Context: an optimization exercise on an open-source flow, tuned for small area, a short achievable clock period and few clock cycles per item. The choices shown serve that exercise and are no tape-out recipe. Where RTL was checked, it was by simulation tests only, not by an equivalence proof against the original. For runs 1 and 3, only the layout was checked, not whether the RTL still works.

--- design/flow/config.mk ---
export PLATFORM = sky130hd
export DESIGN_NAME = hdu_top
export DESIGN_NICKNAME = hdu_top
export VERILOG_FILES = /design/flow/design.v
export SDC_FILE = /design/flow/constraint.sdc
export NUM_CORES = 4
export LEC_CHECK = 0
export ABC_CLOCK_PERIOD_IN_PS = 9000
export CAP_MARGIN = 20
export CORE_MARGIN = 2
export CORE_UTILIZATION = 40
export SLEW_MARGIN = 20
--- design/flow/constraint.sdc ---
create_clock -name core_clock -period 44.0 [get_ports {clk}]
set_input_delay 8.8000 -clock core_clock [delete_from_list [all_inputs] [get_ports {clk}]]
set_output_delay 8.8000 -clock core_clock [all_outputs]
set_load 0.01 [all_outputs]
--- design/flow/design.v ---
module hdu_popcount32 (
    input  wire [31:0] v,
    output wire [5:0]  count
);
    wire pc_1 = v[0] ^ v[1] ^ v[2];
    wire pc_2 = (v[0] & v[1]) | (v[2] & (v[0] ^ v[1]));
    wire pc_3 = v[3] ^ v[4] ^ v[5];
    wire pc_4 = (v[3] & v[4]) | (v[5] & (v[3] ^ v[4]));
    wire pc_5 = v[6] ^ v[7] ^ v[8];
    wire pc_6 = (v[6] & v[7]) | (v[8] & (v[6] ^ v[7]));
    wire pc_7 = v[9] ^ v[10] ^ v[11];
    wire pc_8 = (v[9] & v[10]) | (v[11] & (v[9] ^ v[10]));
    wire pc_9 = v[12] ^ v[13] ^ v[14];
    wire pc_10 = (v[12] & v[13]) | (v[14] & (v[12] ^ v[13]));
    wire pc_11 = v[15] ^ v[16] ^ v[17];
    wire pc_12 = (v[15] & v[16]) | (v[17] & (v[15] ^ v[16]));
    wire pc_13 = v[18] ^ v[19] ^ v[20];
    wire pc_14 = (v[18] & v[19]) | (v[20] & (v[18] ^ v[19]));
    wire pc_15 = v[21] ^ v[22] ^ v[23];
    wire pc_16 = (v[21] & v[22]) | (v[23] & (v[21] ^ v[22]));
    wire pc_17 = v[24] ^ v[25] ^ v[26];
    wire pc_18 = (v[24] & v[25]) | (v[26] & (v[24] ^ v[25]));
    wire pc_19 = v[27] ^ v[28] ^ v[29];
    wire pc_20 = (v[27] & v[28]) | (v[29] & (v[27] ^ v[28]));
    wire pc_21 = v[30] ^ v[31] ^ pc_1;
    wire pc_22 = (v[30] & v[31]) | (pc_1 & (v[30] ^ v[31]));
    wire pc_23 = pc_3 ^ pc_5 ^ pc_7;
    wire pc_24 = (pc_3 & pc_5) | (pc_7 & (pc_3 ^ pc_5));
    wire pc_25 = pc_9 ^ pc_11 ^ pc_13;
    wire pc_26 = (pc_9 & pc_11) | (pc_13 & (pc_9 ^ pc_11));
    wire pc_27 = pc_15 ^ pc_17 ^ pc_19;
    wire pc_28 = (pc_15 & pc_17) | (pc_19 & (pc_15 ^ pc_17));
    wire pc_29 = pc_21 ^ pc_23 ^ pc_25;
    wire pc_30 = (pc_21 & pc_23) | (pc_25 & (pc_21 ^ pc_23));
    wire pc_31 = pc_27 ^ pc_29;
    wire pc_32 = pc_27 & pc_29;
    wire pc_33 = pc_2 ^ pc_4 ^ pc_6;
    wire pc_34 = (pc_2 & pc_4) | (pc_6 & (pc_2 ^ pc_4));
    wire pc_35 = pc_8 ^ pc_10 ^ pc_12;
    wire pc_36 = (pc_8 & pc_10) | (pc_12 & (pc_8 ^ pc_10));
    wire pc_37 = pc_14 ^ pc_16 ^ pc_18;
    wire pc_38 = (pc_14 & pc_16) | (pc_18 & (pc_14 ^ pc_16));
    wire pc_39 = pc_20 ^ pc_22 ^ pc_24;
    wire pc_40 = (pc_20 & pc_22) | (pc_24 & (pc_20 ^ pc_22));
    wire pc_41 = pc_26 ^ pc_28 ^ pc_30;
    wire pc_42 = (pc_26 & pc_28) | (pc_30 & (pc_26 ^ pc_28));
    wire pc_43 = pc_32 ^ pc_33 ^ pc_35;
    wire pc_44 = (pc_32 & pc_33) | (pc_35 & (pc_32 ^ pc_33));
    wire pc_45 = pc_37 ^ pc_39 ^ pc_41;
    wire pc_46 = (pc_37 & pc_39) | (pc_41 & (pc_37 ^ pc_39));
    wire pc_47 = pc_43 ^ pc_45;
    wire pc_48 = pc_43 & pc_45;
    wire pc_49 = pc_34 ^ pc_36 ^ pc_38;
    wire pc_50 = (pc_34 & pc_36) | (pc_38 & (pc_34 ^ pc_36));
    wire pc_51 = pc_40 ^ pc_42 ^ pc_44;
    wire pc_52 = (pc_40 & pc_42) | (pc_44 & (pc_40 ^ pc_42));
    wire pc_53 = pc_46 ^ pc_48 ^ pc_49;
    wire pc_54 = (pc_46 & pc_48) | (pc_49 & (pc_46 ^ pc_48));
    wire pc_55 = pc_51 ^ pc_53;
    wire pc_56 = pc_51 & pc_53;
    wire pc_57 = pc_50 ^ pc_52 ^ pc_54;
    wire pc_58 = (pc_50 & pc_52) | (pc_54 & (pc_50 ^ pc_52));
    wire pc_59 = pc_56 ^ pc_57;
    wire pc_60 = pc_56 & pc_57;
    wire pc_61 = pc_58 ^ pc_60;
    wire pc_62 = pc_58 & pc_60;
    assign count = {pc_62, pc_61, pc_59, pc_55, pc_47, pc_31};
endmodule
module hdu_top (
    input  wire        clk,
    input  wire        rst,         
    input  wire        in_valid,
    output wire        in_ready,
    input  wire [31:0] in_cmd,
    input  wire [31:0] in_opa,
    input  wire [31:0] in_opb,
    output reg         out_valid,
    output wire [31:0] out_result,
    output wire [31:0] out_status
);
    localparam [2:0] OP_HD  = 3'd1;
    localparam [2:0] OP_CFG = 3'd2;
    localparam [2:0] OP_ENC = 3'd3;
    localparam [2:0] OP_DEC = 3'd4;
    localparam [2:0] C_ILLEGAL   = 3'd1;
    localparam [2:0] C_BAD_MOD   = 3'd2;
    localparam [2:0] C_BAD_THR   = 3'd3;
    localparam [2:0] C_NOT_CFG   = 3'd4;
    localparam [2:0] C_SYM_RANGE = 3'd5;
    assign in_ready = 1'b1;
    reg        s1_valid;
    reg        s1_ok;           
    reg [2:0]  s1_op;           
    reg [31:0] s1_x;            
    reg [5:0]  s1_b;            
    reg        s1_bz;           
    wire hd_sel = (in_cmd[3:0] == 4'd1);
    always @(posedge clk) begin
        if (rst) s1_valid <= 1'b0;
        else     s1_valid <= in_valid;
        s1_ok <= (in_cmd[31:3] == 29'd0);
        s1_op <= in_cmd[2:0];
        s1_x  <= in_opa ^ (in_opb & {32{hd_sel}});
        s1_b  <= in_opb[5:0];
        s1_bz <= (in_opb[31:6] == 26'd0);
    end
    reg        cfg_valid;
    reg        cfg_mod;
    reg [5:0]  cfg_thresh;
    reg [30:0] result;
    reg        hit;
    reg        fault;
    reg [2:0]  cause;
    assign out_result = {1'b0, result};
    assign out_status = {fault, 12'd0, cause, 2'd0, cfg_thresh, 5'd0,
                         cfg_mod, cfg_valid, hit};
    wire [31:0] c = s1_x;
    wire [5:0]  wc;             
    hdu_popcount32 u_w (.v(c), .count(wc));
    wire t0_1 = c[0] ^ c[1] ^ c[4];
    wire t0_2 = (c[0] & c[1]) | (c[4] & (c[0] ^ c[1]));
    wire t0_3 = c[7] ^ c[8] ^ c[12];
    wire t0_4 = (c[7] & c[8]) | (c[12] & (c[7] ^ c[8]));
    wire t0_5 = c[14] ^ c[19] ^ c[23];
    wire t0_6 = (c[14] & c[19]) | (c[23] & (c[14] ^ c[19]));
    wire t0_7 = c[24] ^ c[25] ^ c[26];
    wire t0_8 = (c[24] & c[25]) | (c[26] & (c[24] ^ c[25]));
    wire t0_9 = c[27] ^ c[28] ^ t0_1;
    wire t0_10 = (c[27] & c[28]) | (t0_1 & (c[27] ^ c[28]));
    wire t0_11 = t0_3 ^ t0_5 ^ t0_7;
    wire t0_12 = (t0_3 & t0_5) | (t0_7 & (t0_3 ^ t0_5));
    wire t0_13 = t0_9 ^ t0_11;
    wire t0_14 = t0_9 & t0_11;
    wire t0_15 = t0_2 ^ t0_4 ^ t0_6;
    wire t0_16 = (t0_2 & t0_4) | (t0_6 & (t0_2 ^ t0_4));
    wire t0_17 = t0_8 ^ t0_10 ^ t0_12;
    wire t0_18 = (t0_8 & t0_10) | (t0_12 & (t0_8 ^ t0_10));
    wire t0_19 = t0_14 ^ t0_15 ^ t0_17;
    wire t0_20 = (t0_14 & t0_15) | (t0_17 & (t0_14 ^ t0_15));
    wire t0_21 = t0_16 ^ t0_18 ^ t0_20;
    wire t0_22 = (t0_16 & t0_18) | (t0_20 & (t0_16 ^ t0_18));
    wire [3:0] t0 = {t0_22, t0_21, t0_19, t0_13};
    wire t1_1 = c[0] ^ c[3] ^ c[4];
    wire t1_2 = (c[0] & c[3]) | (c[4] & (c[0] ^ c[3]));
    wire t1_3 = c[8] ^ c[10] ^ c[15];
    wire t1_4 = (c[8] & c[10]) | (c[15] & (c[8] ^ c[10]));
    wire t1_5 = c[19] ^ c[20] ^ c[21];
    wire t1_6 = (c[19] & c[20]) | (c[21] & (c[19] ^ c[20]));
    wire t1_7 = c[22] ^ c[23] ^ c[24];
    wire t1_8 = (c[22] & c[23]) | (c[24] & (c[22] ^ c[23]));
    wire t1_9 = c[28] ^ c[29] ^ t1_1;
    wire t1_10 = (c[28] & c[29]) | (t1_1 & (c[28] ^ c[29]));
    wire t1_11 = t1_3 ^ t1_5 ^ t1_7;
    wire t1_12 = (t1_3 & t1_5) | (t1_7 & (t1_3 ^ t1_5));
    wire t1_13 = t1_9 ^ t1_11;
    wire t1_14 = t1_9 & t1_11;
    wire t1_15 = t1_2 ^ t1_4 ^ t1_6;
    wire t1_16 = (t1_2 & t1_4) | (t1_6 & (t1_2 ^ t1_4));
    wire t1_17 = t1_8 ^ t1_10 ^ t1_12;
    wire t1_18 = (t1_8 & t1_10) | (t1_12 & (t1_8 ^ t1_10));
    wire t1_19 = t1_14 ^ t1_15 ^ t1_17;
    wire t1_20 = (t1_14 & t1_15) | (t1_17 & (t1_14 ^ t1_15));
    wire t1_21 = t1_16 ^ t1_18 ^ t1_20;
    wire t1_22 = (t1_16 & t1_18) | (t1_20 & (t1_16 ^ t1_18));
    wire [3:0] t1 = {t1_22, t1_21, t1_19, t1_13};
    wire t2_1 = c[0] ^ c[4] ^ c[6];
    wire t2_2 = (c[0] & c[4]) | (c[6] & (c[0] ^ c[4]));
    wire t2_3 = c[11] ^ c[15] ^ c[16];
    wire t2_4 = (c[11] & c[15]) | (c[16] & (c[11] ^ c[15]));
    wire t2_5 = c[17] ^ c[18] ^ c[19];
    wire t2_6 = (c[17] & c[18]) | (c[19] & (c[17] ^ c[18]));
    wire t2_7 = c[20] ^ c[24] ^ c[25];
    wire t2_8 = (c[20] & c[24]) | (c[25] & (c[20] ^ c[24]));
    wire t2_9 = c[28] ^ t2_1 ^ t2_3;
    wire t2_10 = (c[28] & t2_1) | (t2_3 & (c[28] ^ t2_1));
    wire t2_11 = t2_5 ^ t2_7 ^ t2_9;
    wire t2_12 = (t2_5 & t2_7) | (t2_9 & (t2_5 ^ t2_7));
    wire t2_13 = t2_2 ^ t2_4 ^ t2_6;
    wire t2_14 = (t2_2 & t2_4) | (t2_6 & (t2_2 ^ t2_4));
    wire t2_15 = t2_8 ^ t2_10 ^ t2_12;
    wire t2_16 = (t2_8 & t2_10) | (t2_12 & (t2_8 ^ t2_10));
    wire t2_17 = t2_13 ^ t2_15;
    wire t2_18 = t2_13 & t2_15;
    wire t2_19 = t2_14 ^ t2_16 ^ t2_18;
    wire t2_20 = (t2_14 & t2_16) | (t2_18 & (t2_14 ^ t2_16));
    wire [3:0] t2 = {t2_20, t2_19, t2_17, t2_11};
    wire t3_1 = c[0] ^ c[2] ^ c[7];
    wire t3_2 = (c[0] & c[2]) | (c[7] & (c[0] ^ c[2]));
    wire t3_3 = c[11] ^ c[12] ^ c[13];
    wire t3_4 = (c[11] & c[12]) | (c[13] & (c[11] ^ c[12]));
    wire t3_5 = c[14] ^ c[15] ^ c[16];
    wire t3_6 = (c[14] & c[15]) | (c[16] & (c[14] ^ c[15]));
    wire t3_7 = c[20] ^ c[21] ^ c[24];
    wire t3_8 = (c[20] & c[21]) | (c[24] & (c[20] ^ c[21]));
    wire t3_9 = c[27] ^ c[28] ^ t3_1;
    wire t3_10 = (c[27] & c[28]) | (t3_1 & (c[27] ^ c[28]));
    wire t3_11 = t3_3 ^ t3_5 ^ t3_7;
    wire t3_12 = (t3_3 & t3_5) | (t3_7 & (t3_3 ^ t3_5));
    wire t3_13 = t3_9 ^ t3_11;
    wire t3_14 = t3_9 & t3_11;
    wire t3_15 = t3_2 ^ t3_4 ^ t3_6;
    wire t3_16 = (t3_2 & t3_4) | (t3_6 & (t3_2 ^ t3_4));
    wire t3_17 = t3_8 ^ t3_10 ^ t3_12;
    wire t3_18 = (t3_8 & t3_10) | (t3_12 & (t3_8 ^ t3_10));
    wire t3_19 = t3_14 ^ t3_15 ^ t3_17;
    wire t3_20 = (t3_14 & t3_15) | (t3_17 & (t3_14 ^ t3_15));
    wire t3_21 = t3_16 ^ t3_18 ^ t3_20;
    wire t3_22 = (t3_16 & t3_18) | (t3_20 & (t3_16 ^ t3_18));
    wire [3:0] t3 = {t3_22, t3_21, t3_19, t3_13};
    wire t4_1 = c[3] ^ c[7] ^ c[8];
    wire t4_2 = (c[3] & c[7]) | (c[8] & (c[3] ^ c[7]));
    wire t4_3 = c[9] ^ c[10] ^ c[11];
    wire t4_4 = (c[9] & c[10]) | (c[11] & (c[9] ^ c[10]));
    wire t4_5 = c[12] ^ c[16] ^ c[17];
    wire t4_6 = (c[12] & c[16]) | (c[17] & (c[12] ^ c[16]));
    wire t4_7 = c[20] ^ c[23] ^ c[24];
    wire t4_8 = (c[20] & c[23]) | (c[24] & (c[20] ^ c[23]));
    wire t4_9 = c[28] ^ c[30] ^ t4_1;
    wire t4_10 = (c[28] & c[30]) | (t4_1 & (c[28] ^ c[30]));
    wire t4_11 = t4_3 ^ t4_5 ^ t4_7;
    wire t4_12 = (t4_3 & t4_5) | (t4_7 & (t4_3 ^ t4_5));
    wire t4_13 = t4_9 ^ t4_11;
    wire t4_14 = t4_9 & t4_11;
    wire t4_15 = t4_2 ^ t4_4 ^ t4_6;
    wire t4_16 = (t4_2 & t4_4) | (t4_6 & (t4_2 ^ t4_4));
    wire t4_17 = t4_8 ^ t4_10 ^ t4_12;
    wire t4_18 = (t4_8 & t4_10) | (t4_12 & (t4_8 ^ t4_10));
    wire t4_19 = t4_14 ^ t4_15 ^ t4_17;
    wire t4_20 = (t4_14 & t4_15) | (t4_17 & (t4_14 ^ t4_15));
    wire t4_21 = t4_16 ^ t4_18 ^ t4_20;
    wire t4_22 = (t4_16 & t4_18) | (t4_20 & (t4_16 ^ t4_18));
    wire [3:0] t4 = {t4_22, t4_21, t4_19, t4_13};
    wire t5_1 = c[3] ^ c[4] ^ c[5];
    wire t5_2 = (c[3] & c[4]) | (c[5] & (c[3] ^ c[4]));
    wire t5_3 = c[6] ^ c[7] ^ c[8];
    wire t5_4 = (c[6] & c[7]) | (c[8] & (c[6] ^ c[7]));
    wire t5_5 = c[12] ^ c[13] ^ c[16];
    wire t5_6 = (c[12] & c[13]) | (c[16] & (c[12] ^ c[13]));
    wire t5_7 = c[19] ^ c[20] ^ c[24];
    wire t5_8 = (c[19] & c[20]) | (c[24] & (c[19] ^ c[20]));
    wire t5_9 = c[26] ^ t5_1 ^ t5_3;
    wire t5_10 = (c[26] & t5_1) | (t5_3 & (c[26] ^ t5_1));
    wire t5_11 = t5_5 ^ t5_7 ^ t5_9;
    wire t5_12 = (t5_5 & t5_7) | (t5_9 & (t5_5 ^ t5_7));
    wire t5_13 = t5_2 ^ t5_4 ^ t5_6;
    wire t5_14 = (t5_2 & t5_4) | (t5_6 & (t5_2 ^ t5_4));
    wire t5_15 = t5_8 ^ t5_10 ^ t5_12;
    wire t5_16 = (t5_8 & t5_10) | (t5_12 & (t5_8 ^ t5_10));
    wire t5_17 = t5_13 ^ t5_15;
    wire t5_18 = t5_13 & t5_15;
    wire t5_19 = t5_14 ^ t5_16 ^ t5_18;
    wire t5_20 = (t5_14 & t5_16) | (t5_18 & (t5_14 ^ t5_16));
    wire [3:0] t5 = {t5_20, t5_19, t5_17, t5_11};
    wire t6_1 = c[0] ^ c[1] ^ c[2];
    wire t6_2 = (c[0] & c[1]) | (c[2] & (c[0] ^ c[1]));
    wire t6_3 = c[3] ^ c[4] ^ c[8];
    wire t6_4 = (c[3] & c[4]) | (c[8] & (c[3] ^ c[4]));
    wire t6_5 = c[9] ^ c[12] ^ c[15];
    wire t6_6 = (c[9] & c[12]) | (c[15] & (c[9] ^ c[12]));
    wire t6_7 = c[16] ^ c[20] ^ c[22];
    wire t6_8 = (c[16] & c[20]) | (c[22] & (c[16] ^ c[20]));
    wire t6_9 = c[27] ^ t6_1 ^ t6_3;
    wire t6_10 = (c[27] & t6_1) | (t6_3 & (c[27] ^ t6_1));
    wire t6_11 = t6_5 ^ t6_7 ^ t6_9;
    wire t6_12 = (t6_5 & t6_7) | (t6_9 & (t6_5 ^ t6_7));
    wire t6_13 = t6_2 ^ t6_4 ^ t6_6;
    wire t6_14 = (t6_2 & t6_4) | (t6_6 & (t6_2 ^ t6_4));
    wire t6_15 = t6_8 ^ t6_10 ^ t6_12;
    wire t6_16 = (t6_8 & t6_10) | (t6_12 & (t6_8 ^ t6_10));
    wire t6_17 = t6_13 ^ t6_15;
    wire t6_18 = t6_13 & t6_15;
    wire t6_19 = t6_14 ^ t6_16 ^ t6_18;
    wire t6_20 = (t6_14 & t6_16) | (t6_18 & (t6_14 ^ t6_16));
    wire [3:0] t6 = {t6_20, t6_19, t6_17, t6_11};
    wire t7_1 = c[0] ^ c[4] ^ c[5];
    wire t7_2 = (c[0] & c[4]) | (c[5] & (c[0] ^ c[4]));
    wire t7_3 = c[8] ^ c[11] ^ c[12];
    wire t7_4 = (c[8] & c[11]) | (c[12] & (c[8] ^ c[11]));
    wire t7_5 = c[16] ^ c[18] ^ c[23];
    wire t7_6 = (c[16] & c[18]) | (c[23] & (c[16] ^ c[18]));
    wire t7_7 = c[27] ^ c[28] ^ c[29];
    wire t7_8 = (c[27] & c[28]) | (c[29] & (c[27] ^ c[28]));
    wire t7_9 = c[30] ^ t7_1 ^ t7_3;
    wire t7_10 = (c[30] & t7_1) | (t7_3 & (c[30] ^ t7_1));
    wire t7_11 = t7_5 ^ t7_7 ^ t7_9;
    wire t7_12 = (t7_5 & t7_7) | (t7_9 & (t7_5 ^ t7_7));
    wire t7_13 = t7_2 ^ t7_4 ^ t7_6;
    wire t7_14 = (t7_2 & t7_4) | (t7_6 & (t7_2 ^ t7_4));
    wire t7_15 = t7_8 ^ t7_10 ^ t7_12;
    wire t7_16 = (t7_8 & t7_10) | (t7_12 & (t7_8 ^ t7_10));
    wire t7_17 = t7_13 ^ t7_15;
    wire t7_18 = t7_13 & t7_15;
    wire t7_19 = t7_14 ^ t7_16 ^ t7_18;
    wire t7_20 = (t7_14 & t7_16) | (t7_18 & (t7_14 ^ t7_16));
    wire [3:0] t7 = {t7_20, t7_19, t7_17, t7_11};
    wire b0_1 = c[0] ^ c[1] ^ c[2];
    wire b0_2 = (c[0] & c[1]) | (c[2] & (c[0] ^ c[1]));
    wire b0_3 = c[3] ^ c[5] ^ c[7];
    wire b0_4 = (c[3] & c[5]) | (c[7] & (c[3] ^ c[5]));
    wire b0_5 = c[8] ^ c[11] ^ b0_1;
    wire b0_6 = (c[8] & c[11]) | (b0_1 & (c[8] ^ c[11]));
    wire b0_7 = b0_3 ^ b0_5;
    wire b0_8 = b0_3 & b0_5;
    wire b0_9 = b0_2 ^ b0_4 ^ b0_6;
    wire b0_10 = (b0_2 & b0_4) | (b0_6 & (b0_2 ^ b0_4));
    wire b0_11 = b0_8 ^ b0_9;
    wire b0_12 = b0_8 & b0_9;
    wire b0_13 = b0_10 ^ b0_12;
    wire b0_14 = b0_10 & b0_12;
    wire [3:0] bp0 = {b0_14, b0_13, b0_11, b0_7};
    wire b1_1 = c[4] ^ c[6] ^ c[9];
    wire b1_2 = (c[4] & c[6]) | (c[9] & (c[4] ^ c[6]));
    wire b1_3 = c[10] ^ c[12] ^ c[13];
    wire b1_4 = (c[10] & c[12]) | (c[13] & (c[10] ^ c[12]));
    wire b1_5 = c[14] ^ b1_1 ^ b1_3;
    wire b1_6 = (c[14] & b1_1) | (b1_3 & (c[14] ^ b1_1));
    wire b1_7 = b1_2 ^ b1_4 ^ b1_6;
    wire b1_8 = (b1_2 & b1_4) | (b1_6 & (b1_2 ^ b1_4));
    wire [3:0] bp1 = {1'b0, b1_8, b1_7, b1_5};
    wire [7:0] tb0 = {t7[0], t6[0], t5[0], t4[0], t3[0], t2[0], t1[0], t0[0]};
    wire [7:0] tb1 = {t7[1], t6[1], t5[1], t4[1], t3[1], t2[1], t1[1], t0[1]};
    wire [7:0] tb2 = {t7[2], t6[2], t5[2], t4[2], t3[2], t2[2], t1[2], t0[2]};
    wire [7:0] tb3 = {t7[3], t6[3], t5[3], t4[3], t3[3], t2[3], t1[3], t0[3]};
    localparam [7:0] VLSB = 8'b11100100;
    wire [4:0] vmax, vmin;
    wire [7:0] cx4 = 8'hff, cn4 = 8'hff;
    assign vmax[4] = |(cx4 & tb3);
    wire [7:0] cx3 = cx4 & (tb3 | {8{~vmax[4]}});
    assign vmin[4] = ~|(cn4 & ~tb3);
    wire [7:0] cn3 = cn4 & (~tb3 | {8{vmin[4]}});
    assign vmax[3] = |(cx3 & tb2);
    wire [7:0] cx2 = cx3 & (tb2 | {8{~vmax[3]}});
    assign vmin[3] = ~|(cn3 & ~tb2);
    wire [7:0] cn2 = cn3 & (~tb2 | {8{vmin[3]}});
    assign vmax[2] = |(cx2 & tb1);
    wire [7:0] cx1 = cx2 & (tb1 | {8{~vmax[2]}});
    assign vmin[2] = ~|(cn2 & ~tb1);
    wire [7:0] cn1 = cn2 & (~tb1 | {8{vmin[2]}});
    assign vmax[1] = |(cx1 & tb0);
    wire [7:0] cx0 = cx1 & (tb0 | {8{~vmax[1]}});
    assign vmin[1] = ~|(cn1 & ~tb0);
    wire [7:0] cn0 = cn1 & (~tb0 | {8{vmin[1]}});
    assign vmax[0] = |(cx0 & VLSB);
    wire [7:0] cxf = cx0 & (VLSB | {8{~vmax[0]}});
    assign vmin[0] = ~|(cn0 & ~VLSB);
    wire [7:0] cnf = cn0 & (~VLSB | {8{vmin[0]}});
    function [2:0] first1;
        input [7:0] m;
        begin
            casez (m)
                8'b???????1: first1 = 3'd0;
                8'b??????10: first1 = 3'd1;
                8'b?????100: first1 = 3'd2;
                8'b????1000: first1 = 3'd3;
                8'b???10000: first1 = 3'd4;
                8'b??100000: first1 = 3'd5;
                8'b?1000000: first1 = 3'd6;
                default:     first1 = 3'd7;
            endcase
        end
    endfunction
    wire [2:0] kmax = first1(cxf);
    wire [2:0] kmin = first1(cnf);
    wire       bsel = (bp0 <= bp1);
    wire [4:0] vb   = bsel ? {bp1, 1'b1} : {bp0, 1'b0};
    wire [4:0] vsel = cfg_mod ? vmax : vb;
    wire signed [7:0] k_hi = $signed({2'b00, wc}) + (cfg_mod ? 8'sd14 : 8'sd8)
                             - $signed({2'b00, cfg_thresh});
    wire signed [7:0] j_lo = $signed({2'b00, cfg_thresh}) + $signed({2'b00, wc})
                             - 8'sd17 - $signed({6'd0, c[31], 1'b0});
    wire       hit_hi = k_hi <= $signed({3'b000, vsel});
    wire       hit_lo = cfg_mod && ($signed({3'b000, vmin}) <= j_lo);
    wire [6:0] lo_sum = {2'b00, vmin} + {2'b00, vmax} + 7'd3 + {5'd0, c[31], 1'b0};
    wire       lo_w   = lo_sum <= {wc, 1'b0};
    wire       use_lo = hit_lo && lo_w;
    wire       dec_hit = hit_hi || hit_lo;
    wire [3:0] best_i = !cfg_mod ? {3'd0, bsel} : use_lo ? {1'b0, kmin} : {1'b1, kmax};
    wire [4:0]  enc_i = {cfg_mod, c[3:0]};
    wire [30:0] enc_chip;
    localparam [31:0] CT0 = 32'hcf305555;
    assign enc_chip[0] = CT0[enc_i];
    localparam [31:0] CT1 = 32'h41be5555;
    assign enc_chip[1] = CT1[enc_i];
    localparam [31:0] CT2 = 32'h48b75555;
    assign enc_chip[2] = CT2[enc_i];
    localparam [31:0] CT3 = 32'h728d5555;
    assign enc_chip[3] = CT3[enc_i];
    localparam [31:0] CT4 = 32'he718aaaa;
    assign enc_chip[4] = CT4[enc_i];
    localparam [31:0] CT5 = 32'ha05f5555;
    assign enc_chip[5] = CT5[enc_i];
    localparam [31:0] CT6 = 32'h24dbaaaa;
    assign enc_chip[6] = CT6[enc_i];
    localparam [31:0] CT7 = 32'h39c65555;
    assign enc_chip[7] = CT7[enc_i];
    localparam [31:0] CT8 = 32'hf30c5555;
    assign enc_chip[8] = CT8[enc_i];
    localparam [31:0] CT9 = 32'h50afaaaa;
    assign enc_chip[9] = CT9[enc_i];
    localparam [31:0] CT10 = 32'h12edaaaa;
    assign enc_chip[10] = CT10[enc_i];
    localparam [31:0] CT11 = 32'h9c635555;
    assign enc_chip[11] = CT11[enc_i];
    localparam [31:0] CT12 = 32'hf906aaaa;
    assign enc_chip[12] = CT12[enc_i];
    localparam [31:0] CT13 = 32'h28d7aaaa;
    assign enc_chip[13] = CT13[enc_i];
    localparam [31:0] CT14 = 32'h09f6aaaa;
    assign enc_chip[14] = CT14[enc_i];
    localparam [31:0] CT15 = 32'h4eb10000;
    assign enc_chip[15] = CT15[enc_i];
    localparam [31:0] CT16 = 32'hfc030000;
    assign enc_chip[16] = CT16[enc_i];
    localparam [31:0] CT17 = 32'h14eb0000;
    assign enc_chip[17] = CT17[enc_i];
    localparam [31:0] CT18 = 32'h847b0000;
    assign enc_chip[18] = CT18[enc_i];
    localparam [31:0] CT19 = 32'h27d80000;
    assign enc_chip[19] = CT19[enc_i];
    localparam [31:0] CT20 = 32'h7e810000;
    assign enc_chip[20] = CT20[enc_i];
    localparam [31:0] CT21 = 32'h0af50000;
    assign enc_chip[21] = CT21[enc_i];
    localparam [31:0] CT22 = 32'h42bd0000;
    assign enc_chip[22] = CT22[enc_i];
    localparam [31:0] CT23 = 32'h936c0000;
    assign enc_chip[23] = CT23[enc_i];
    localparam [31:0] CT24 = 32'h3fc00000;
    assign enc_chip[24] = CT24[enc_i];
    localparam [31:0] CT25 = 32'h05fa0000;
    assign enc_chip[25] = CT25[enc_i];
    localparam [31:0] CT26 = 32'h21de0000;
    assign enc_chip[26] = CT26[enc_i];
    localparam [31:0] CT27 = 32'hc9360000;
    assign enc_chip[27] = CT27[enc_i];
    localparam [31:0] CT28 = 32'h9f600000;
    assign enc_chip[28] = CT28[enc_i];
    localparam [31:0] CT29 = 32'h827d0000;
    assign enc_chip[29] = CT29[enc_i];
    localparam [31:0] CT30 = 32'h906f0000;
    assign enc_chip[30] = CT30[enc_i];
    wire is_hd  = s1_ok && s1_op == OP_HD;
    wire is_cfg = s1_ok && s1_op == OP_CFG;
    wire is_enc = s1_ok && s1_op == OP_ENC;
    wire is_dec = s1_ok && s1_op == OP_DEC;
    wire z4 = (c[31:4] == 28'd0);
    wire z1 = z4 && (c[3:1] == 3'd0);
    wire cfg_mod_ok = z1;
    wire cfg_thr_ok = s1_bz && (c[0] ? (!s1_b[5] || s1_b[4:0] == 5'd0)
                                     : (s1_b[5:4] == 2'd0));
    wire enc_sym_ok = cfg_mod ? z4 : z1;
    always @(posedge clk) begin
        if (rst) begin
            cfg_valid  <= 1'b0;
            cfg_mod    <= 1'b0;
            cfg_thresh <= 6'd0;
            result     <= 31'd0;
            hit        <= 1'b0;
            fault      <= 1'b0;
            cause      <= 3'd0;
            out_valid  <= 1'b0;
        end else begin
            out_valid <= s1_valid;
            if (s1_valid && !fault) begin
                if (is_hd) begin
                    result <= {25'd0, wc};
                    hit    <= 1'b0;
                end else if (is_cfg) begin
                    if (!cfg_mod_ok) begin
                        fault <= 1'b1;
                        cause <= C_BAD_MOD;
                    end else if (!cfg_thr_ok) begin
                        fault <= 1'b1;
                        cause <= C_BAD_THR;
                    end else begin
                        cfg_valid  <= 1'b1;
                        cfg_mod    <= c[0];
                        cfg_thresh <= s1_b;
                        result     <= 31'd0;
                        hit        <= 1'b0;
                    end
                end else if (is_enc) begin
                    if (!cfg_valid) begin
                        fault <= 1'b1;
                        cause <= C_NOT_CFG;
                    end else if (!enc_sym_ok) begin
                        fault <= 1'b1;
                        cause <= C_SYM_RANGE;
                    end else begin
                        result <= enc_chip;
                        hit    <= 1'b0;
                    end
                end else if (is_dec) begin
                    if (!cfg_valid) begin
                        fault <= 1'b1;
                        cause <= C_NOT_CFG;
                    end else if (dec_hit) begin
                        result <= {27'd0, best_i};
                        hit    <= 1'b1;
                    end else begin
                        result <= 31'd0;
                        hit    <= 1'b0;
                    end
                end else begin
                    fault <= 1'b1;
                    cause <= C_ILLEGAL;
                end
            end
        end
    end
endmodule
--- design/flow/flow/run.sh ---
#!/bin/bash
# The standard layout (standard.sh), with three changes to how the layout
# is made (constraints untouched):
#  - synthesis runs Yosys's synth with -noabc, so the full adders written in
#    the RTL reach extract_fa without the polarity changes abc -fast makes;
#  - ports are buffered with sky130_fd_sc_hd__buf_1;
#  - repair_timing over-fixes setup by the margin in flow/margin.txt.
set -o pipefail
export SETUP_SLACK_MARGIN=$(cat flow/margin.txt)
export BUFFER_PORTS_ARGS="-buffer_cell sky130_fd_sc_hd__buf_1"
bash standard.sh SYNTH_ARGS=-noabc finish > standard.log 2>&1
--- design/flow/flow/margin.txt ---
33.5
--- design/flow/standard.sh ---
#!/bin/bash
# synth_recipe.tcl (not shown) runs the flow's synth.tcl, then flattens the netlist and writes it again
# the make line also repeats each setting of config.mk as NAME=value (left out here)
make -C /OpenROAD-flow-scripts/flow DESIGN_CONFIG=/design/flow/config.mk WORK_HOME=/design/flow/orfs CLKGATE_MAP_FILE= SYNTH_SCRIPT=/design/flow/synth_recipe.tcl "${@:-finish}"
==> run summary, run 1 <==
The flow ran to the end and the layout has no timing, DRC or antenna violations. For this design, the slowest cell found on the critical path is sky130_fd_sc_hd__dfxtp_1. In the final routed layout, each cell accounts on average for 18.4 um. The aggregate global routing overflow came out at 0.

The tools report the number of maximum-capacitance constraint violations as 0. The area share of the leading cell type in the synthesized netlist is 0.221. TritonCTS built the clock tree. sky130_fd_sc_hd__fa_1 takes more of the synthesized area than any other cell.

At the worst endpoint, the required time is 44.23 ns. The critical path starts at s1_x[7]. Between clock sinks in the finished design, the worst skew comes to 0.0185 ns.

The worst setup path is captured at a flip-flop. CTS saw 89 sinks. The headroom to the max-slew limit is 0.431. The HPWL after detailed placement is 23000 um. The core utilization of the finished layout was 0.448; the largest incremental delay on the critical path was 0.64 ns. The total CTS buffers is 9, and the maximum fanout encountered on the critical timing path is 11. The tools report the maximum number of pins on one net before global-route repair as 67. The number of levels the H-tree was split into is 3. The compound-cell area share of the yosys netlist came out at 0.207. The number of cells on the worst reg-to-reg path is 36. Using the TritonRoute via totals, the vias-per-cell ratio works out to 5.57. In this run the standard cell core region covers 25000 um2. After floorplanning, the core was divided into 58 placement rows.

The startpoint identified for the worst register-to-register timing path is s1_x[7]. The run gives 0 as the residual DRC count. The multiplexer share of the synthesized area is 0.00296. From synthesis to final layout, the design area changed by 10.7%.

The setup path with the least slack is of type flip-flop to flip-flop. Setup repair after global routing left no endpoint under its margin. The XOR/XNOR share of the synthesized area came out at 0.0518. The tools report the clock insertion delay at the later pin of the skew report as 0.36 ns.

For the antenna cell count, the log shows 0. Starting density of the core: 0.405. The predominant post-synthesis flop cell was sky130_fd_sc_hd__dfxtp_1. The transition time at the pin with the least slew margin came out at 0.851 ns.

By area the synthesized netlist is led by sky130_fd_sc_hd__fa_1 22%, sky130_fd_sc_hd__dfxtp_1 18%, sky130_fd_sc_hd__ha_1 9.5%. The first global-routing pass estimated 45900 um of wire. For this design the top-level I/O count stands at 165. After the last flow step, the layout net total stands at 1538. The final critical delay including setup and external delays was 9.98 ns; the number of filler instances in the final layout was 2447. In this run the worst hold path is classified as flip-flop to flip-flop.

The fraction of the cycle the final worst path needs was 0.227. The critical path ends at result[0]. In this run the critical register-to-register path is captured at result[0]. Number of detailed-route iterations in the first pass: 5. The register bit count reported by yosys is 89. The synthesized design contains 0 enable-type register cells. Clock-pin slew was measured on the worst setup and hold paths at 0.08 ns.

The area share of fa/ha/maj cells after synthesis is 0.316. Buffers placed on the I/O ports in this run total 143. After detailed placement, the design holds a cell count of 1565. The most common cell type on the critical path was sky130_fd_sc_hd__fa_1. The setup TNS is 0 ns. The count of pins over their slew limit came out at 0.

After synthesis, the largest family of logic cells by area is adder cells. The mean area per synthesized cell came out at 8.83 um2. For the final number of setup-violating endpoints, the log shows 0.

After the first detailed-routing iteration, the DRC count stood at 701. The total die area is 26600 um2, and the layout cell share with drive strength beyond 1 is 0.0725. The final-report hold violation count is 0.

STA classifies the critical path startpoint as a flip-flop. Synthesis produced a netlist whose cell count is 1148. The synthesized netlist contains 94 unique library cells. The number of warnings issued by yosys is 1, and the chip width is 163 um. Arrival time at the worst endpoint: 10.21 ns. The final wirelength is 29200 um. The final estimated routing congestion in global placement is 0.899, and the non-filler instance count after layout is 1585. The top achievable clock speed is 100 MHz, and the basic-gate share of the synthesized area counting and, or, nand and nor cells is 0.168. The number of antenna violations at the first check in global routing is 0.

Footprint of the flip-flops and latches: 1790 um2. Across all layers, the routed design uses 8828 vias. The longest clock path from root to sink contains 2 buffers.

Combined area of the multi-input logic cells: 7740 um2. The via count of the first global-routing pass was 8595; the proportion of register bits with asynchronous set or reset after synthesis was 0. The run gives 10100 um2 as the post-synthesis instance area. Height of the chip: 163 um. Sequential area share after synthesis: 0.176.

CTS placed an instance of sky130_fd_sc_hd__clkbuf_16 at the clock tree root. In this run the register-to-register setup slack is 34.02 ns. Combined global-route utilization of all metal layers: 0.220. The worst hold slack was 0.468 ns; the number of routed nets with antenna violations was 0.
[per-stage QoR]
step / setup WS, ns / area [um2]
after floorplan: 34.01 / 10200
after global placement: 33.37 / 10800
after detailed placement: 33.23 / 10800
after CTS: 33.61 / 11100
after global routing: 33.51 / 11200
final: 34.02 / 11200
[layer usage]
| metal | wire length (um) | GRT usage | vias to the layer above |
|---|---|---|---|
| li1 | - | - | 4197 |
| met1 | 13400 | 0.302 | 4230 |
| met2 | 13500 | 0.360 | 354 |
| met3 | 1730 | 0.0315 | 47 |
| met4 | 602 | 0.0652 | 0 |
| met5 | 0 | 0 | - |
[synth_stat cells (14+ instances only)]
cell type / number
sky130_fd_sc_hd__nor4_1: 16
sky130_fd_sc_hd__nor2b_1: 15
sky130_fd_sc_hd__a21o_1: 14
sky130_fd_sc_hd__inv_1: 89
sky130_fd_sc_hd__ha_1: 77
sky130_fd_sc_hd__o21ai_0: 38
sky130_fd_sc_hd__xnor2_1: 53
sky130_fd_sc_hd__dfxtp_1: 89
sky130_fd_sc_hd__a21oi_1: 88
sky130_fd_sc_hd__nor2_1: 81
sky130_fd_sc_hd__nand2_1: 90
sky130_fd_sc_hd__clkbuf_1: 29
sky130_fd_sc_hd__fa_1: 112
sky130_fd_sc_hd__a211oi_1: 16
sky130_fd_sc_hd__nand3_1: 19
sky130_fd_sc_hd__nor3_1: 37
sky130_fd_sc_hd__nand2b_1: 16
sky130_fd_sc_hd__buf_4: 27
[registers in the layout, summed over array words and instances, names as in the netlist]
| signal | count |
|---|---|
| s1_b | 6 |
| s1_op | 3 |
| cfg_mod | 1 |
| hit | 1 |
| s1_x | 32 |
| cfg_thresh | 6 |
| cause | 3 |
| cfg_valid | 1 |
| s1_ok | 1 |
| s1_bz | 1 |
| s1_valid | 1 |
| fault | 1 |
| result | 31 |
| out_valid | 1 |
[critical path, delay by kind of cell (launching register included)]
family,cells,cell delay [ns]
fa+ha+maj,10,3.93
simple gates,6,1.25
buf+inv,5,0.61
compound gates,14,3.27
xor+xnor,1,0.16
flops,1,0.64
[layout by cell type (no fill, tap or decap), types with 16 or more instances in the layout]
master                     count
sky130_fd_sc_hd__a21oi_1      88
sky130_fd_sc_hd__buf_1       142
sky130_fd_sc_hd__conb_1       21
sky130_fd_sc_hd__dfxtp_1      81
sky130_fd_sc_hd__fa_1        106
sky130_fd_sc_hd__ha_1         77
sky130_fd_sc_hd__inv_1        89
sky130_fd_sc_hd__nand2_1      90
sky130_fd_sc_hd__nand2b_1     16
sky130_fd_sc_hd__nand3_1      18
sky130_fd_sc_hd__nor2_1       81
sky130_fd_sc_hd__nor3_1       37
sky130_fd_sc_hd__nor4_1       16
sky130_fd_sc_hd__o21ai_0      37
sky130_fd_sc_hd__xnor2_1      53
[layout make-up]
| class | count | area share |
|---|---|---|
| clock buffer | 11 | 0.0216 |
| clock inverter | 5 | 0.00557 |
| inverter | 92 | 0.0308 |
| multi-input combinational | 905 | 0.690 |
| sequential | 89 | 0.160 |
| tap | 330 | 0.0368 |
| timing repair buffer | 153 | 0.0556 |
[how the worst min path moves through the flow]
stage          startpoint         to  slack (ns)  depth (start not counted)
4_1_cts          cause[1]   cause[1]        0.47                          2
6_report         cause[1]   cause[1]        0.47                          2
3_5_place_dp     cause[1]   cause[1]        0.45                          2
5_1_grt          s1_valid  out_valid        0.48                          1
2_1_floorplan    s1_valid  out_valid        0.43                          1
3_3_place_gp        fault      fault        0.45                          2
[kinds of logic (layout without fill, tap and decap cells)]
logic type	Yosys count	count (layout)
AND/OR/NAND/NOR	339	339
AO/OA/AOI/OAI	293	293
adder cells (fa/ha/maj)	189	189
buffers and inverters	173	261
flip-flops	89	89
XOR/XNOR	60	60
multiplexers	3	3
other	2	21
[what timing repair did]
action | CTS | global route
endpoints found under the setup margin | 3 | 4
setup buffers | 0 | 4
hold buffers | 0 | 0
pin swaps | 1 | 2
gates resized for setup | 5 | 27
==> run 2: changes to the inputs <==
--- a/design/flow/design.v
+++ b/design/flow/design.v
@@ -366,8 +366,8 @@
     wire [4:0] vsel = cfg_mod ? vmax : vb;
-    wire signed [7:0] k_hi = $signed({2'b00, wc}) + (cfg_mod ? 8'sd14 : 8'sd8)
-                             - $signed({2'b00, cfg_thresh});
-    wire signed [7:0] j_lo = $signed({2'b00, cfg_thresh}) + $signed({2'b00, wc})
-                             - 8'sd17 - $signed({6'd0, c[31], 1'b0});
-    wire       hit_hi = k_hi <= $signed({3'b000, vsel});
-    wire       hit_lo = cfg_mod && ($signed({3'b000, vmin}) <= j_lo);
+    wire [6:0] hi_l = {1'b0, wc} + (cfg_mod ? 7'd14 : 7'd8);
+    wire [6:0] hi_r = {1'b0, cfg_thresh} + {2'b00, vsel};
+    wire [6:0] lo_l = {2'b00, vmin} + 7'd17 + {5'd0, c[31], 1'b0};
+    wire [6:0] lo_r = {1'b0, cfg_thresh} + {1'b0, wc};
+    wire       hit_hi = hi_l <= hi_r;
+    wire       hit_lo = cfg_mod && (lo_l <= lo_r);
     wire [6:0] lo_sum = {2'b00, vmin} + {2'b00, vmax} + 7'd3 + {5'd0, c[31], 1'b0};
==> design/flow/flow/margin.txt (replaced) <==
34
==> run 2 against run 1 <==
Critical path type is now flip-flop to output pin. Fmax is 1.0% higher. Utilization up 2.0 points. Global-route usage is 0.26 points higher. Critical endpoint is now out_status[8]. Register-to-register slack gained 0.21 ns. Non-clock buffer count increased by 32. Still clean on timing, DRC and antenna.
==> run summary, run 2 <==
The residual DRC count was 0 (unchanged). The chip width was 161 um (-1.2%). STA classifies the critical path startpoint as a flip-flop. The flip-flop count of the largest register, all copies and words added is 32 (unchanged), and the starting density of the core is 0.407 (+0.00201).

The total die area is 26000 um2 (-2.3%), and the number of enable flip-flop cells after synthesis is 0 (unchanged). The number of maximum-capacitance constraint violations is 0 (unchanged), and the setup TNS is 0 ns (unchanged). The cell count of the worst reg-to-reg path is 41 (+14%). sky130_fd_sc_hd__fa_1 is the most common cell in the netlist. The placed cell count came out at 1515 (-3.2%). The tools report the worst min-delay path startpoint as cause[0]. The critical path goes through buf_1.

The register with the most flip-flops was s1_x. The type of the worst min-delay path is flip-flop to flip-flop. Ranked by total cell area, the synthesized netlist is headed by sky130_fd_sc_hd__fa_1 22%, sky130_fd_sc_hd__dfxtp_1 18%, sky130_fd_sc_hd__ha_1 9.2%. The cell with the biggest individual delay on the critical path was sky130_fd_sc_hd__dfxtp_1.

The headroom to the max-slew limit was 0.406 (-0.0254); the transition time at the pin with the least slew margin was 0.869 ns (+0.0181 ns). The cell depth of the worst hold path was 2 (unchanged); the total via count in the routed design was 8781 (-0.53%). The tools report the antenna cell count as 0 (unchanged).

The run gives 1.08 ns (-9.13 ns) as the arrival time at the worst endpoint. The area share of the leading cell type in the synthesized netlist works out to 0.220 (-0.000672).

In this run the clock root is driven by a sky130_fd_sc_hd__clkbuf_16. The run gives 0.180 (+0.00429) as the sequential area share after synthesis. The maximum fanout encountered on the critical timing path came out at 4 (-7).

The run gives 0.223 (+0.00263) as the combined global-route utilization of all metal layers. The tools report the number of warnings issued by yosys as 1 (unchanged). The average wire per cell in the routed design was 18.9 um (+2.5%). The critical path depth is 1 (-97%), and the number of detailed-route iterations in the first pass is 5 (unchanged). In this run the critical register-to-register path is captured at result[1]. The library cell used most frequently in the layout, excluding fill and tap cells, is sky130_fd_sc_hd__buf_1. The global routing met1 resource utilization came out at 0.312 (+0.0104). The synthesized netlist cell count was 1105 (-3.7%); the via count of the first global-routing pass was 8491 (-1.2%).

Largest incremental delay on the critical path: 0.52 ns (-0.12 ns). The fraction of the cycle the final worst path needs works out to 0.225 (-0.00234). Leaving out fill and tap cells, the most frequent cells in the layout are 142 x sky130_fd_sc_hd__buf_1, 99 x sky130_fd_sc_hd__fa_1, 81 x sky130_fd_sc_hd__nand2_1. After synthesis, the most frequently instantiated cells are 109 x sky130_fd_sc_hd__fa_1, 89 x sky130_fd_sc_hd__dfxtp_1, 83 x sky130_fd_sc_hd__nand2_1, 80 x sky130_fd_sc_hd__nor2_1.

The layout cell share with drive strength beyond 1 is 0.109 (+0.0369), and the aggregate global routing overflow is 0 (unchanged). The net count reported at finish was 1520 (-1.2%). The tools report the post-synthesis instance area as 9900 um2 (-2.4%). The register bit count reported by yosys was 89 (unchanged). The total I/O pin count was 165 (unchanged); the number of antenna violations at the first check in global routing was 0 (unchanged).

The quantity of hold-fixing buffers added after cts came out at 0 (unchanged). The flow ran to the end and the layout has no timing, DRC or antenna violations.

The tools report the detailed router's first-iteration violation count as 845 (+21%). The global routing met3 resource utilization is 0.0295 (-0.00196), and the final critical delay including setup and external delays is 9.88 ns (-0.103 ns). Type of destination of the critical path: an output pin. The tools report the non-filler instance count after layout as 1567 (-1.1%). The critical path in this run is classified as flip-flop to output pin.

Setup repair after global routing could not meet its margin everywhere. The routed via count divided by cell count was 5.60 (+0.61%). The worst setup slack for register-to-register paths came out at 34.23 ns (+0.21 ns). The final number of setup-violating endpoints was 0 (unchanged); the deepest clock path buffer count was 2 (unchanged). The core area was 24300 um2 (-2.9%). The run gives 0 (unchanged) as the final-report hold violation count. In the final layout, the registers with the most flip-flops are s1_x: 32 flops, result: 31 flops.

The count of pins over their slew limit came out at 0 (unchanged). The logs give 101 MHz (+1.0%) for the top achievable clock speed and 35.20 ns (-9.03 ns) for the required time of the critical path. The clock transition time at the flip-flop clock pins of the worst setup and hold paths was 0.07 ns (about the same); the final worst clock skew was 0.0108 ns (-0.00774 ns).

The count of buffers from port buffering came out at 143 (unchanged). TritonCTS built the clock tree. The cell class contributing the biggest share of worst-path delay was flip-flops. For the final estimated routing congestion in global placement, the log shows 0.974 (+8.3%). In the synthesized netlist the dominant register cell turns out to be sky130_fd_sc_hd__dfxtp_1. The proportion of register bits with asynchronous set or reset after synthesis is 0 (unchanged), and the clock insertion delay at the later pin of the skew report is 0.36 ns (about the same). The biggest area contributor in the post-synthesis netlist is sky130_fd_sc_hd__fa_1. Endpoint of the worst setup timing path: out_status[8]. The number of distinct library cell variants in the gate-level netlist after synthesis is 86 (-8.5%), and the number of levels the H-tree was split into is 3 (unchanged). Critical path buffer and inverter count: 1 (-4).

The met2 routing resource usage after global routing came out at 0.362 (+0.00150). For the wire length of the first global-routing pass, the log shows 45600 um (-0.62%). The tools report the total CTS buffers as 9 (unchanged).

Relative to the synthesized area, the layout overhead comes to 15.2%. Height of the chip: 161 um (-1.2%). The maximum number of pins on one net before global-route repair was 67 (unchanged).

The final wirelength was 29600 um (+1.4%). The mean area per synthesized cell is 8.96 um2 (+1.4%). The number of clock sinks is 89 (unchanged). The tools report the startpoint of the most critical setup path as cfg_thresh[0].

After global routing, the most crowded layer is met2. The tools report the number of rows in the core area as 57 (-1.7%). The number of routed nets with antenna violations is 0 (unchanged), and the post-DP HPWL is 23000 um (about the same). The startpoint identified for the worst register-to-register timing path is s1_x[0].
## run 2: cell count changes after synthesis, moves of 6 or more
cell,before,now
sky130_fd_sc_hd__a21oi_1,88,70
sky130_fd_sc_hd__inv_1,89,73
sky130_fd_sc_hd__nand2b_1,16,6
sky130_fd_sc_hd__nor2b_1,15,23
sky130_fd_sc_hd__xnor2_1,53,61
sky130_fd_sc_hd__nand2_1,90,83
sky130_fd_sc_hd__buf_2,12,6
sky130_fd_sc_hd__clkbuf_1,29,35
sky130_fd_sc_hd__mux2i_1,3,9
## run 2: cells by family after synthesis
family / count (synthesis) / synth area share
simple gates: 321 / 0.165
other cells: 2 / 0.000759
fa+ha+maj: 182 / 0.313
xor+xnor: 70 / 0.0619
mux: 9 / 0.00910
compound gates: 276 / 0.195
flops: 89 / 0.180
buf+inv: 156 / 0.0759
## run 2: final cells by class
class | count | area, um2
fillers | 2315 | 12900
clock buffers | 10 | 239
repair buffers | 185 | 931
clock inverters | 5 | 62.6
well taps | 324 | 405
inverters | 74 | 278
multi-input cells | 880 | 7680
flip-flops and latches | 89 | 1810
## run 2: per-stage QoR
step                setup WS, ns  hold WS, ns   util  instance area (um2)
floorplan                  34.01        0.430      -                 9970
global placement           33.70        0.445  0.432                10500
detailed placement         33.49        0.458  0.432                10500
CTS                        34.00        0.475  0.446                10800
global route               33.88        0.495  0.469                11400
finish                     34.12        0.463  0.469                11400
## run 2: worst min path at each step
stage	end	slack, ns
3_3_place_gp	cause[0]	0.45
4_1_cts	cause[0]	0.48
6_report	cause[0]	0.46
5_1_grt	out_valid	0.50
3_5_place_dp	cause[0]	0.46
2_1_floorplan	out_valid	0.43
## run 2: layer usage
layer  share of wire  vias to the layer above  routed length, um
li1                -                     4110                  -
met2            0.46                      450              13600
met3           0.076                       62               2250
met5               0                        -                  0
met1            0.44                     4159              13000
met4           0.026                        0                766
## run 2: repair_timing
action,in CTS,in global routing
cloned,0,4
pin swaps,0,23
gates resized for setup,18,51
buffers inserted,0,33
endpoints found under the setup margin,4,5
Testbench counts of run 2, summed over its fixed seeds: cycles 16,016, items 16,000.
==> run 3: changes to the inputs <==
--- a/design/flow/design.v
+++ b/design/flow/design.v
@@ -109,3 +109,4 @@
     reg [5:0]  cfg_thresh;
-    reg [30:0] result;
+    reg [5:0]  result;          
+    reg        res_enc;         
     reg        hit;
@@ -113,3 +114,5 @@
     reg [2:0]  cause;
-    assign out_result = {1'b0, result};
+    wire [30:0] out_chip;
+    assign out_result = {1'b0, out_chip[30:6] & {25{res_enc}},
+                         res_enc ? out_chip[5:0] : result};
     assign out_status = {fault, 12'd0, cause, 2'd0, cfg_thresh, 5'd0,
@@ -366,8 +369,8 @@
     wire [4:0] vsel = cfg_mod ? vmax : vb;
-    wire [6:0] hi_l = {1'b0, wc} + (cfg_mod ? 7'd14 : 7'd8);
-    wire [6:0] hi_r = {1'b0, cfg_thresh} + {2'b00, vsel};
-    wire [6:0] lo_l = {2'b00, vmin} + 7'd17 + {5'd0, c[31], 1'b0};
-    wire [6:0] lo_r = {1'b0, cfg_thresh} + {1'b0, wc};
-    wire       hit_hi = hi_l <= hi_r;
-    wire       hit_lo = cfg_mod && (lo_l <= lo_r);
+    wire signed [7:0] k_hi = $signed({2'b00, wc}) + (cfg_mod ? 8'sd14 : 8'sd8)
+                             - $signed({2'b00, cfg_thresh});
+    wire signed [7:0] j_lo = $signed({2'b00, cfg_thresh}) + $signed({2'b00, wc})
+                             - 8'sd17 - $signed({6'd0, c[31], 1'b0});
+    wire       hit_hi = k_hi <= $signed({3'b000, vsel});
+    wire       hit_lo = cfg_mod && ($signed({3'b000, vmin}) <= j_lo);
     wire [6:0] lo_sum = {2'b00, vmin} + {2'b00, vmax} + 7'd3 + {5'd0, c[31], 1'b0};
@@ -377,66 +380,65 @@
     wire [3:0] best_i = !cfg_mod ? {3'd0, bsel} : use_lo ? {1'b0, kmin} : {1'b1, kmax};
-    wire [4:0]  enc_i = {cfg_mod, c[3:0]};
-    wire [30:0] enc_chip;
+    wire [4:0]  enc_i = {cfg_mod, result[3:0]};
     localparam [31:0] CT0 = 32'hcf305555;
-    assign enc_chip[0] = CT0[enc_i];
+    assign out_chip[0] = CT0[enc_i];
     localparam [31:0] CT1 = 32'h41be5555;
-    assign enc_chip[1] = CT1[enc_i];
+    assign out_chip[1] = CT1[enc_i];
     localparam [31:0] CT2 = 32'h48b75555;
-    assign enc_chip[2] = CT2[enc_i];
+    assign out_chip[2] = CT2[enc_i];
     localparam [31:0] CT3 = 32'h728d5555;
-    assign enc_chip[3] = CT3[enc_i];
+    assign out_chip[3] = CT3[enc_i];
     localparam [31:0] CT4 = 32'he718aaaa;
-    assign enc_chip[4] = CT4[enc_i];
+    assign out_chip[4] = CT4[enc_i];
     localparam [31:0] CT5 = 32'ha05f5555;
-    assign enc_chip[5] = CT5[enc_i];
+    assign out_chip[5] = CT5[enc_i];
     localparam [31:0] CT6 = 32'h24dbaaaa;
-    assign enc_chip[6] = CT6[enc_i];
+    assign out_chip[6] = CT6[enc_i];
     localparam [31:0] CT7 = 32'h39c65555;
-    assign enc_chip[7] = CT7[enc_i];
+    assign out_chip[7] = CT7[enc_i];
     localparam [31:0] CT8 = 32'hf30c5555;
-    assign enc_chip[8] = CT8[enc_i];
+    assign out_chip[8] = CT8[enc_i];
     localparam [31:0] CT9 = 32'h50afaaaa;
-    assign enc_chip[9] = CT9[enc_i];
+    assign out_chip[9] = CT9[enc_i];
     localparam [31:0] CT10 = 32'h12edaaaa;
-    assign enc_chip[10] = CT10[enc_i];
+    assign out_chip[10] = CT10[enc_i];
     localparam [31:0] CT11 = 32'h9c635555;
-    assign enc_chip[11] = CT11[enc_i];
+    assign out_chip[11] = CT11[enc_i];
     localparam [31:0] CT12 = 32'hf906aaaa;
-    assign enc_chip[12] = CT12[enc_i];
+    assign out_chip[12] = CT12[enc_i];
     localparam [31:0] CT13 = 32'h28d7aaaa;
-    assign enc_chip[13] = CT13[enc_i];
+    assign out_chip[13] = CT13[enc_i];
     localparam [31:0] CT14 = 32'h09f6aaaa;
-    assign enc_chip[14] = CT14[enc_i];
+    assign out_chip[14] = CT14[enc_i];
     localparam [31:0] CT15 = 32'h4eb10000;
-    assign enc_chip[15] = CT15[enc_i];
+    assign out_chip[15] = CT15[enc_i];
     localparam [31:0] CT16 = 32'hfc030000;
-    assign enc_chip[16] = CT16[enc_i];
+    assign out_chip[16] = CT16[enc_i];
     localparam [31:0] CT17 = 32'h14eb0000;
-    assign enc_chip[17] = CT17[enc_i];
+    assign out_chip[17] = CT17[enc_i];
     localparam [31:0] CT18 = 32'h847b0000;
-    assign enc_chip[18] = CT18[enc_i];
+    assign out_chip[18] = CT18[enc_i];
     localparam [31:0] CT19 = 32'h27d80000;
-    assign enc_chip[19] = CT19[enc_i];
+    assign out_chip[19] = CT19[enc_i];
     localparam [31:0] CT20 = 32'h7e810000;
-    assign enc_chip[20] = CT20[enc_i];
+    assign out_chip[20] = CT20[enc_i];
     localparam [31:0] CT21 = 32'h0af50000;
-    assign enc_chip[21] = CT21[enc_i];
+    assign out_chip[21] = CT21[enc_i];
     localparam [31:0] CT22 = 32'h42bd0000;
-    assign enc_chip[22] = CT22[enc_i];
+    assign out_chip[22] = CT22[enc_i];
     localparam [31:0] CT23 = 32'h936c0000;
-    assign enc_chip[23] = CT23[enc_i];
+    assign out_chip[23] = CT23[enc_i];
     localparam [31:0] CT24 = 32'h3fc00000;
-    assign enc_chip[24] = CT24[enc_i];
+    assign out_chip[24] = CT24[enc_i];
     localparam [31:0] CT25 = 32'h05fa0000;
-    assign enc_chip[25] = CT25[enc_i];
+    assign out_chip[25] = CT25[enc_i];
     localparam [31:0] CT26 = 32'h21de0000;
-    assign enc_chip[26] = CT26[enc_i];
+    assign out_chip[26] = CT26[enc_i];
     localparam [31:0] CT27 = 32'hc9360000;
-    assign enc_chip[27] = CT27[enc_i];
+    assign out_chip[27] = CT27[enc_i];
     localparam [31:0] CT28 = 32'h9f600000;
-    assign enc_chip[28] = CT28[enc_i];
+    assign out_chip[28] = CT28[enc_i];
     localparam [31:0] CT29 = 32'h827d0000;
-    assign enc_chip[29] = CT29[enc_i];
+    assign out_chip[29] = CT29[enc_i];
     localparam [31:0] CT30 = 32'h906f0000;
-    assign enc_chip[30] = CT30[enc_i];
+    assign out_chip[30] = CT30[enc_i];
     wire is_hd  = s1_ok && s1_op == OP_HD;
@@ -456,3 +458,4 @@
             cfg_thresh <= 6'd0;
-            result     <= 31'd0;
+            result     <= 6'd0;
+            res_enc    <= 1'b0;
             hit        <= 1'b0;
@@ -465,4 +468,5 @@
                 if (is_hd) begin
-                    result <= {25'd0, wc};
-                    hit    <= 1'b0;
+                    result  <= wc;
+                    res_enc <= 1'b0;
+                    hit     <= 1'b0;
                 end else if (is_cfg) begin
@@ -478,3 +482,4 @@
                         cfg_thresh <= s1_b;
-                        result     <= 31'd0;
+                        result     <= 6'd0;
+                        res_enc    <= 1'b0;
                         hit        <= 1'b0;
@@ -489,4 +494,5 @@
                     end else begin
-                        result <= enc_chip;
-                        hit    <= 1'b0;
+                        result  <= {2'd0, c[3:0]};
+                        res_enc <= 1'b1;
+                        hit     <= 1'b0;
                     end
@@ -497,7 +503,9 @@
                     end else if (dec_hit) begin
-                        result <= {27'd0, best_i};
-                        hit    <= 1'b1;
+                        result  <= {2'd0, best_i};
+                        res_enc <= 1'b0;
+                        hit     <= 1'b1;
                     end else begin
-                        result <= 31'd0;
-                        hit    <= 1'b0;
+                        result  <= 6'd0;
+                        res_enc <= 1'b0;
+                        hit     <= 1'b0;
                     end
--- a/design/flow/config.mk
+++ b/design/flow/config.mk
@@ -7,2 +7,3 @@
 export LEC_CHECK = 0
+export ABC_AREA = 1
 export ABC_CLOCK_PERIOD_IN_PS = 9000
==> run 3 against run 2 <==
Flip-flop and latch count is 24 lower. Fmax shrank 6.3%. Clock-buffer cell count fell by 1. Cell count up 3.2%. Synthesized cell count grew 4.2%. Setup slack got worse by 0.66 ns.
==> run summary, run 3 <==
The flow ran to the end and the layout has no timing, DRC or antenna violations. The tools report the number of clock sinks as 65 (-27%). The number of routed nets with antenna violations is 0 (unchanged), and the residual DRC count is 0 (unchanged).

Most common cell after layout, fill and taps aside: sky130_fd_sc_hd__nand2_1. Number of rows in the core area: 54 (-5.3%). The number of filler instances in the final layout came out at 2092 (-9.6%). The largest incremental delay on the critical path came out at 0.39 ns (-0.13 ns). The chip width was 153 um (-5.1%). The mean area per synthesized cell was 7.72 um2 (-14%).

The clock transition time at the flip-flop clock pins of the worst setup and hold paths was 0.06 ns (about the same); the total die area was 23400 um2 (-9.9%). The tools report the top achievable clock speed as 94.9 MHz (-6.3%). The area share of the leading cell type in the synthesized netlist came out at 0.252 (+0.0317). The register bit count reported by yosys works out to 65 (-27%). The antenna cell count is 0 (unchanged), and the total I/O pin count is 165 (unchanged). The final critical delay including setup and external delays is 10.54 ns (+0.663 ns), and the total CTS buffers is 9 (unchanged). Critical path start-end classification: flip-flop to output pin.

Ranked by instance count, the synthesized netlist is headed by 223 x sky130_fd_sc_hd__nand2_1, 176 x sky130_fd_sc_hd__inv_1, 112 x sky130_fd_sc_hd__fa_1, 92 x sky130_fd_sc_hd__nor2_1, 78 x sky130_fd_sc_hd__ha_1. The area share of fa/ha/maj cells after synthesis is 0.362 (+0.0492). The layout cell share with drive strength beyond 1 is 0.184 (+0.0746). The required time of the critical path is 35.20 ns (about the same). The quantity of hold-fixing buffers added after cts is 0 (unchanged). The tightest min-delay check is of the flip-flop to flip-flop type. The tools report the aggregate global routing overflow as 0 (unchanged). The logs give 0.407 (+0.000452) for the starting density of the core and 1.74 ns (+0.66 ns) for the arrival time at the worst endpoint.

The proportion of register bits with asynchronous set or reset after synthesis was 0 (unchanged). The wire length of the first global-routing pass came out at 40800 um (-11%). Number of enable flip-flop cells after synthesis: 0 (unchanged).

Setup repair after global routing could not meet its margin everywhere. The startpoint class of the critical path was a flip-flop. The count of pins over their slew limit is 0 (unchanged), and the headroom to the max-slew limit is 0.323 (-0.0830). Synthesized netlist cell count: 1151 (+4.2%). The final estimated routing congestion in global placement came out at 0.882 (-9.5%). The critical path buffer and inverter count works out to 3 (+2). The fraction of the cycle the final worst path needs was 0.240 (+0.0151); the routed via count divided by cell count was 5.02 (-10%). The logs give 33 (-51%) for the maximum number of pins on one net before global-route repair and 2 (unchanged) for the deepest clock path buffer count. The via count of the first global-routing pass came out at 7960 (-6.3%). The worst register-to-register path begins at s1_x[0].

The post-synthesis instance area is 8890 um2 (-10%), and the number of distinct library cell variants in the gate-level netlist after synthesis is 48 (-44%). The combinational family with the most area after synthesis is adder cells. The average wire per cell in the routed design was 15.8 um (-17%).

The tools report the number of detailed-route iterations in the first pass as 5 (unchanged). Clock insertion delay at the later pin of the skew report: 0.34 ns (-0.02 ns). Compound-cell area share of the yosys netlist: 0.0926 (-0.102). The run gives 0.217 (-0.00584) as the combined global-route utilization of all metal layers.

By area the synthesized netlist is led by sky130_fd_sc_hd__fa_1 25%, sky130_fd_sc_hd__dfxtp_1 15%, sky130_fd_sc_hd__ha_1 11%. The run gives 0.146 (-0.0337) as the sequential area share after synthesis. Transition time at the pin with the least slew margin: 1.01 ns (+0.138 ns). The worst setup path is captured at an output pin.

The synthesized design spends more area on one cell type than any other, namely sky130_fd_sc_hd__fa_1. The multiplexer share of the synthesized area is 0 (-0.00910). The count of buffers from port buffering is 143 (unchanged). TritonCTS built the clock tree. For the number of levels the H-tree was split into, the log shows 3 (unchanged). The net count reported at finish is 1621 (+6.6%). The maximum fanout encountered on the critical timing path is 5 (+1). The signal on the critical path passes through buf_8, nand2_2, nor2_2, inv_2, nand2_2, a21oi_1, o21ai_1, a22oi_1, buf_2. The logs give 0 (unchanged) for the number of maximum-capacitance constraint violations and 0 ns (unchanged) for the setup TNS.
-- run 3: cell count changes after synthesis, moves of 18 or more --
| cell | before | now |
|---|---|---|
| sky130_fd_sc_hd__nand2_1 | 83 | 223 |
| sky130_fd_sc_hd__inv_1 | 73 | 176 |
| sky130_fd_sc_hd__nand3_1 | 17 | 72 |
| sky130_fd_sc_hd__xnor2_1 | 61 | 34 |
| sky130_fd_sc_hd__nor3_1 | 37 | 12 |
| sky130_fd_sc_hd__dfxtp_1 | 89 | 65 |
| sky130_fd_sc_hd__nor2b_1 | 23 | 0 |
| sky130_fd_sc_hd__clkbuf_1 | 35 | 15 |
| sky130_fd_sc_hd__nand2_2 | 0 | 18 |
-- run 3: what timing repair did --
item	4_1_cts	5_1_grt
endpoints found under the setup margin	32	37
resized for setup	130	54
pin swaps	21	20
cloned	5	1
setup buffers	31	17
-- run 3: final cells by class --
type | instances | area [um2] | share of cell area
timing repair inverter | 4 | 30.0 | 0.00278
sequential | 65 | 1340 | 0.124
clock buffer | 9 | 225 | 0.0208
tap | 280 | 350 | 0.0324
inverter | 180 | 706 | 0.0653
multi-input combinational | 877 | 7000 | 0.647
timing repair buffer | 195 | 1080 | 0.100
clock inverter | 7 | 77.6 | 0.00718
-- run 3: cell families after synthesis --
family                     after synthesis
AOI/OAI and AO/OA                      144
xor gates and xnor gates                45
adders and majority gates              190
buffers and inverters                  228
DFF                                     65
other                                    2
and+or+nand+nor                        477
-- run 3: worst paths after layout --
check / slack, ns / end / cells after the start
setup / recovery: 33.46 / out_result[2] / 9
hold / removal: 0.45 / out_valid / 2
setup reg to reg: 34.69 / result[0] / 53
hold reg to reg: 0.45 / out_valid / 2
-- run 3: worst register-to-register path, delay by kind of cell, from the launching register on --
kind / cells / cell delay (ns)
fa+ha+maj: 11 / 4.11
simple gates: 30 / 3.40
compound gates: 7 / 0.83
flops: 1 / 0.42
buf+inv: 4 / 0.36
xor+xnor: 1 / 0.12
-- run 3: per-stage QoR --
step	setup slack [ns]	hold slack, ns	utilization	std cells	cell area, um2
6_report	33.46	0.446	0.495	1617	10800
5_1_grt	33.39	0.485	0.495	1617	10800
4_1_cts	33.50	0.449	0.482	1599	10500
3_5_place_dp	32.79	0.438	0.441	1547	9610
3_3_place_gp	32.86	0.436	0.441	1547	9610
2_1_floorplan	33.91	0.417	-	1170	9040
-- run 3: layer usage --
layer | GRT usage | vias up | share of wire
li1 | - | 3987 | -
met1 | 0.287 | 3731 | 0.44
met2 | 0.363 | 343 | 0.47
met3 | 0.0349 | 62 | 0.067
met4 | 0.0719 | 0 | 0.026
met5 | 0 | - | 0

-- port drivers added, routing unchanged --
How much do the figures lean on ideal ports? The routed layouts below were timed once more, with nothing changed but the port constraints. Step 1 assumes that a clkbuf_16 drives the clock port and a buf_2 every other input. Step 2 adds t to the input delays and takes it off the output delays; t is the mean of the earliest and latest rising clock arrival at the registers after step 1. Input paths then give back, and output paths get back, about the clock's delay inside the block. Slacks: ideal ports / drivers / drivers and shift; pairs: ideal ports / drivers.
run | t, ns | setup WS [ns] | clock arrival spread, ns | worst data-port slew with drivers (ns)
run 1 | 0.394 | 34.018 / 34.018 / 34.018 | 0.018 / 0.019 | 0.04
run 2 | 0.396 | 34.121 / 34.076 / 33.998 | 0.011 / 0.011 | 0.05
run 3 | 0.371 | 33.458 / 33.417 / 33.788 | 0.015 / 0.016 | 0.03
After both steps every run listed still meets setup and hold. The setup slack of run 2, which loses most, moves by -0.045 ns with the drivers and by -0.123 ns with both steps.
